From an optimization exercise on the open Yosys and OpenROAD flow, aimed at small area, a short achievable clock period and few clock cycles; shortcuts taken in it are not production practice.
At most, simulation tests tie the RTL to the original design; equivalence was not proved.
Power is estimated from default activity; no workload was simulated.

## icf_synth
module icf_synth (
    input  wire        clk,
    input  wire        rst,
    input  wire        cmd_valid,
    output wire        cmd_ready,
    input  wire [1:0]  cmd_op,      
    input  wire [1:0]  cmd_ch,
    input  wire [2:0]  cmd_reg,
    input  wire [31:0] cmd_data,
    output reg         out_valid,
    output reg  [1:0]  out_ch,
    output reg  [15:0] out_val
);
For scale: ~4800 cells after synthesis, roughly 810 flip-flops, ~62 I/O pins, about 0.041 mm^2 of cells after synthesis.
==> flow/config.mk <==
export PLATFORM = sky130hd
export DESIGN_NAME = icf_synth
export DESIGN_NICKNAME = icf_synth
export VERILOG_FILES = /design/flow/design.v
export SDC_FILE = /design/flow/constraint.sdc
export NUM_CORES = 4
export LEC_CHECK = 0
export ABC_AREA = 1
export CAP_MARGIN = 20
export CORE_MARGIN = 2
export CORE_UTILIZATION = 65
export CTS_BUF_LIST = sky130_fd_sc_hd__clkbuf_4 sky130_fd_sc_hd__clkbuf_8
export SLEW_MARGIN = 20
export SYNTH_MEMORY_MAX_BITS = 16384
==> flow/constraint.sdc <==
create_clock -name core_clock -period 30.0 [get_ports {clk}]
set_input_delay 6.0000 -clock core_clock [delete_from_list [all_inputs] [get_ports {clk}]]
set_output_delay 6.0000 -clock core_clock [all_outputs]
set_load 0.01 [all_outputs]
standard.sh (not shown) runs the stock make flow with config.mk's settings and CLKGATE_MAP_FILE= SYNTH_SCRIPT=/design/flow/synth_recipe.tcl, a recipe that flattens the netlist after the stock synthesis.
==> flow/flow/run.sh <==
#!/bin/bash
# The standard layout (standard synthesis unchanged), with ORFS's timing repair
# aimed at a slack of 23 ns, that is at paths of at most 7 ns within the 30 ns clock,
# and clock tree synthesis without dummy loads. The clock, the constraints and every
# other step are the standard ones.
set -euo pipefail
bash standard.sh synth > synth.log 2>&1
bash standard.sh finish SETUP_SLACK_MARGIN=23 \
  "CTS_ARGS=-sink_clustering_enable -repair_clock_nets -dont_use_dummy_load -buf_list {sky130_fd_sc_hd__clkbuf_4 sky130_fd_sc_hd__clkbuf_8}" \
  > layout.log 2>&1
The baseline completed without violations.
Rerun with:
==> flow/flow/run.sh (replaced) <==
#!/bin/bash
# The standard layout (standard synthesis unchanged), with ORFS's timing repair
# aimed at a slack of 23 ns, that is at paths of at most 7 ns within the 30 ns clock.
# The clock, the constraints and every other step are the standard ones.
set -euo pipefail
bash standard.sh synth > synth.log 2>&1
bash standard.sh finish SETUP_SLACK_MARGIN=23 > layout.log 2>&1
Settings changed: ABC_AREA 1 to default.
What happened: Setup slack improves by 0.024 ns. Clock power rises by 36%. Total power came out lower by 17%. Via count fell by 2.7%. First-iteration DRC count falls by 12%. Critical path depth is unchanged. Clock-buffer cell count came out higher by 68.
Rerun with:
==> flow/flow/run.sh (replaced) <==
#!/bin/bash
# The standard layout (standard synthesis unchanged), with ORFS's timing repair
# aimed at a slack of 23 ns, that is at paths of at most 7 ns within the 30 ns clock,
# and clock tree synthesis without dummy loads. The clock, the constraints and every
# other step are the standard ones.
set -euo pipefail
bash standard.sh synth > synth.log 2>&1
bash standard.sh finish SETUP_SLACK_MARGIN=23 \
  "CTS_ARGS=-sink_clustering_enable -repair_clock_nets -dont_use_dummy_load -buf_list {sky130_fd_sc_hd__clkbuf_4 sky130_fd_sc_hd__clkbuf_8}" \
  > layout.log 2>&1
Result: Wire length decreases slightly. Hold slack loses 0.032 ns. Non-clock buffer count is unchanged. Combinational power stays flat. Clock-buffer cell count shrinks by 67. Worst setup slack is better by 0.032 ns. Final cell count falls slightly. Total power decreases by roughly a tenth. Maximum frequency is higher slightly. Global-route usage drops by 0.27 points. Sequential share of layout area went up by 0.85 points.
Function was not checked in any run of this note: the RTL went through the layout flow alone.

* * *

Another version of the RTL of icf_synth (not shown whole).
For scale: about 62 I/O pins, roughly 40,000 µm² of cells after synthesis.
==> flow/config.mk <==
export PLATFORM = sky130hd
export DESIGN_NAME = icf_synth
export DESIGN_NICKNAME = icf_synth
export VERILOG_FILES = /design/flow/design.v
export SDC_FILE = /design/flow/constraint.sdc
export NUM_CORES = 4
export LEC_CHECK = 0
export CAP_MARGIN = 20
export CORE_MARGIN = 2
export CORE_UTILIZATION = 65
export CTS_BUF_LIST = sky130_fd_sc_hd__clkbuf_4 sky130_fd_sc_hd__clkbuf_8
export SLEW_MARGIN = 20
export SYNTH_MEMORY_MAX_BITS = 16384
==> flow/constraint.sdc <==
create_clock -name core_clock -period 30.0 [get_ports {clk}]
set_input_delay 6.0000 -clock core_clock [delete_from_list [all_inputs] [get_ports {clk}]]
set_output_delay 6.0000 -clock core_clock [all_outputs]
set_load 0.01 [all_outputs]
==> flow/flow/run.sh <==
#!/bin/bash
# The standard layout (standard synthesis unchanged), with ORFS's timing repair
# aimed at a slack of 23 ns, that is at paths of at most 7 ns within the 30 ns clock,
# and clock tree synthesis without dummy loads, with clkbuf_8 buffers and sink clusters
# of up to 18 flip-flops. The clock, the constraints and every other step are the
# standard ones.
set -euo pipefail
bash standard.sh synth > synth.log 2>&1
bash standard.sh finish SETUP_SLACK_MARGIN=23 \
  "CTS_ARGS=-sink_clustering_enable -repair_clock_nets -dont_use_dummy_load -buf_list {sky130_fd_sc_hd__clkbuf_8} -sink_clustering_size 18 -sink_clustering_max_diameter 70" \
  > layout.log 2>&1
Testbench counts at the start, summed over its fixed seeds: cycles 13,492.
Change:
==> flow/flow/run.sh (replaced) <==
#!/bin/bash
# The standard layout (standard synthesis unchanged), with ORFS's timing repair
# aimed at a slack of 23 ns, that is at paths of at most 7 ns within the 30 ns clock,
# and clock tree synthesis without dummy loads. The clock, the constraints and every
# other step are the standard ones.
set -euo pipefail
bash standard.sh synth > synth.log 2>&1
bash standard.sh finish SETUP_SLACK_MARGIN=23 \
  "CTS_ARGS=-sink_clustering_enable -repair_clock_nets -dont_use_dummy_load -buf_list {sky130_fd_sc_hd__clkbuf_4 sky130_fd_sc_hd__clkbuf_8}" \
  > layout.log 2>&1
- ABC_AREA: unset -> 1
The new run ran to the end with no violations.
First-iteration DRC count rises by 13%.
Non-clock buffer count drops by 12.
Total power rises by 62%.
Clock power came out higher by 51%.
Via count climbs by 8.0%.
Count of clock-buffer cells in the layout came out higher by 64.
Synthesized cell count increases by 12%.
Change:
- ABC_AREA: 1 -> unset
=> The changed run completed without violations. Die area goes up by about 0.37%. Global-route usage goes down by 5.1 points. Power drops by 30%.
Change:
==> flow/flow/run.sh (replaced) <==
#!/bin/bash
# The standard layout (standard synthesis unchanged), with ORFS's timing repair
# aimed at a slack of 23 ns, that is at paths of at most 7 ns within the 30 ns clock,
# and clock tree synthesis without dummy loads, with clkbuf_8 buffers and sink clusters
# of up to 18 flip-flops. The clock, the constraints and every other step are the
# standard ones.
set -euo pipefail
bash standard.sh synth > synth.log 2>&1
bash standard.sh finish SETUP_SLACK_MARGIN=23 \
  "CTS_ARGS=-sink_clustering_enable -repair_clock_nets -dont_use_dummy_load -buf_list {sky130_fd_sc_hd__clkbuf_8} -sink_clustering_size 18 -sink_clustering_max_diameter 70" \
  > layout.log 2>&1
- ABC_AREA: unset -> 1
The new run passed the timing, design-rule and antenna checks.
Total power rose by 31%.
Critical path depth fell by 10.
Clock-buffer cell count fell by 59.
Via count rose by 5.1%.
Non-clock buffer count fell by 14.
Design area fell by about 2%.
Core utilization fell by 0.55 points.
Register-to-register slack improved by 0.05 ns.
Fmax fell by 0.85%.
Routed wire length rose by about 14%.
Clock power fell by 29%.
Change:
==> flow/flow/run.sh (replaced) <==
#!/bin/bash
# The standard layout (standard synthesis unchanged), with ORFS's timing repair
# aimed at a slack of 23 ns, that is at paths of at most 7 ns within the 30 ns clock;
# port buffers inserted as buf_1 rather than a delay cell (flow/ports.tcl); and clock
# tree synthesis without dummy loads, with clkbuf_8 buffers and sink clusters of up to
# 18 flip-flops. The clock, the constraints and every other step are the standard ones.
set -euo pipefail
here=$(pwd)
bash standard.sh synth > synth.log 2>&1
bash standard.sh finish SETUP_SLACK_MARGIN=23 POST_GLOBAL_PLACE_TCL=$here/flow/ports.tcl \
  "CTS_ARGS=-sink_clustering_enable -repair_clock_nets -dont_use_dummy_load -buf_list {sky130_fd_sc_hd__clkbuf_8} -sink_clustering_size 18 -sink_clustering_max_diameter 70" \
  > layout.log 2>&1
==> flow/flow/ports.tcl (new file) <==
# Sourced after global placement: the port buffers that buffer_ports inserted as
# clkdlybuf4s50_1 (a delay cell) become plain buf_1; timing repair later upsizes the
# ones on paths that need it. Every port keeps its buffer.
foreach inst [[ord::get_db_block] getInsts] {
  set name [$inst getName]
  if {[regexp {^(input|output)[0-9]+$} $name] &&
      [[$inst getMaster] getName] eq "sky130_fd_sc_hd__clkdlybuf4s50_1"} {
    replace_cell $name sky130_fd_sc_hd__buf_1
  }
}
- CORE_UTILIZATION: 65 -> 75
- CTS_BUF_LIST: sky130_fd_sc_hd__clkbuf_4 sky130_fd_sc_hd__clkbuf_8 -> unset
What happened:
- maximum frequency barely changes
- count of clock-buffer cells in the layout went down by 5
- die area goes down by 13%
- register-to-register slack is worse by 0.18 ns
- first-iteration DRC count goes up by 33%

## re-timing with driven ports
Ports are ideal in the flow. The routed layouts listed here were re-timed in OpenROAD.
Step 1: set_driving_cell puts a clkbuf_16 on clk and a buf_2 on each other input, an assumption about the parent block.
Step 2 moves the port delays by t, midway between the first and last clock arrival at a register: inputs arrive t later, outputs are due t later. That takes back most of the time a late clock gives input paths.
Three values: ideal ports, drivers, drivers and shift; two values: the first two.
| run | t, ns | setup WS [ns] | worst setup path after step 2 | clock arrival spread, ns | worst slew at a driven data input, ns |
|---|---|---|---|---|---|
| the first run of note 1 | 0.744 | 22.782 / 22.724 / 22.401 | input to register | 0.172 / 0.172 | 0.04 |
| the second run of note 1 | 0.766 | 22.806 / 22.742 / 22.313 | input to register | 0.064 / 0.063 | 0.09 |
| the third run of note 1 | 0.732 | 22.838 / 22.775 / 22.283 | input to register | 0.129 / 0.129 | 0.09 |
| the first run of note 2 | 0.715 | 22.840 / 22.776 / 22.161 | input to register | 0.122 / 0.122 | 0.04 |
| the second run of note 2 | 0.771 | 22.814 / 22.751 / 22.341 | input to register | 0.125 / 0.125 | 0.07 |
| the third run of note 2 | 0.724 | 22.844 / 22.804 / 22.159 | input to register | 0.098 / 0.098 | 0.04 |
| the fourth run of note 2 | 0.748 | 22.783 / 22.720 / 22.438 | input to register | 0.122 / 0.122 | 0.07 |
| the fifth run of note 2 | 0.746 | 22.793 / 22.733 / 22.403 | input to register | 0.087 / 0.087 | 0.05 |
After both steps setup and hold are still met in every run listed. For the third run of note 2, which loses most, drivers alone change the setup slack by -0.040 ns; drivers and shift together by -0.685 ns.
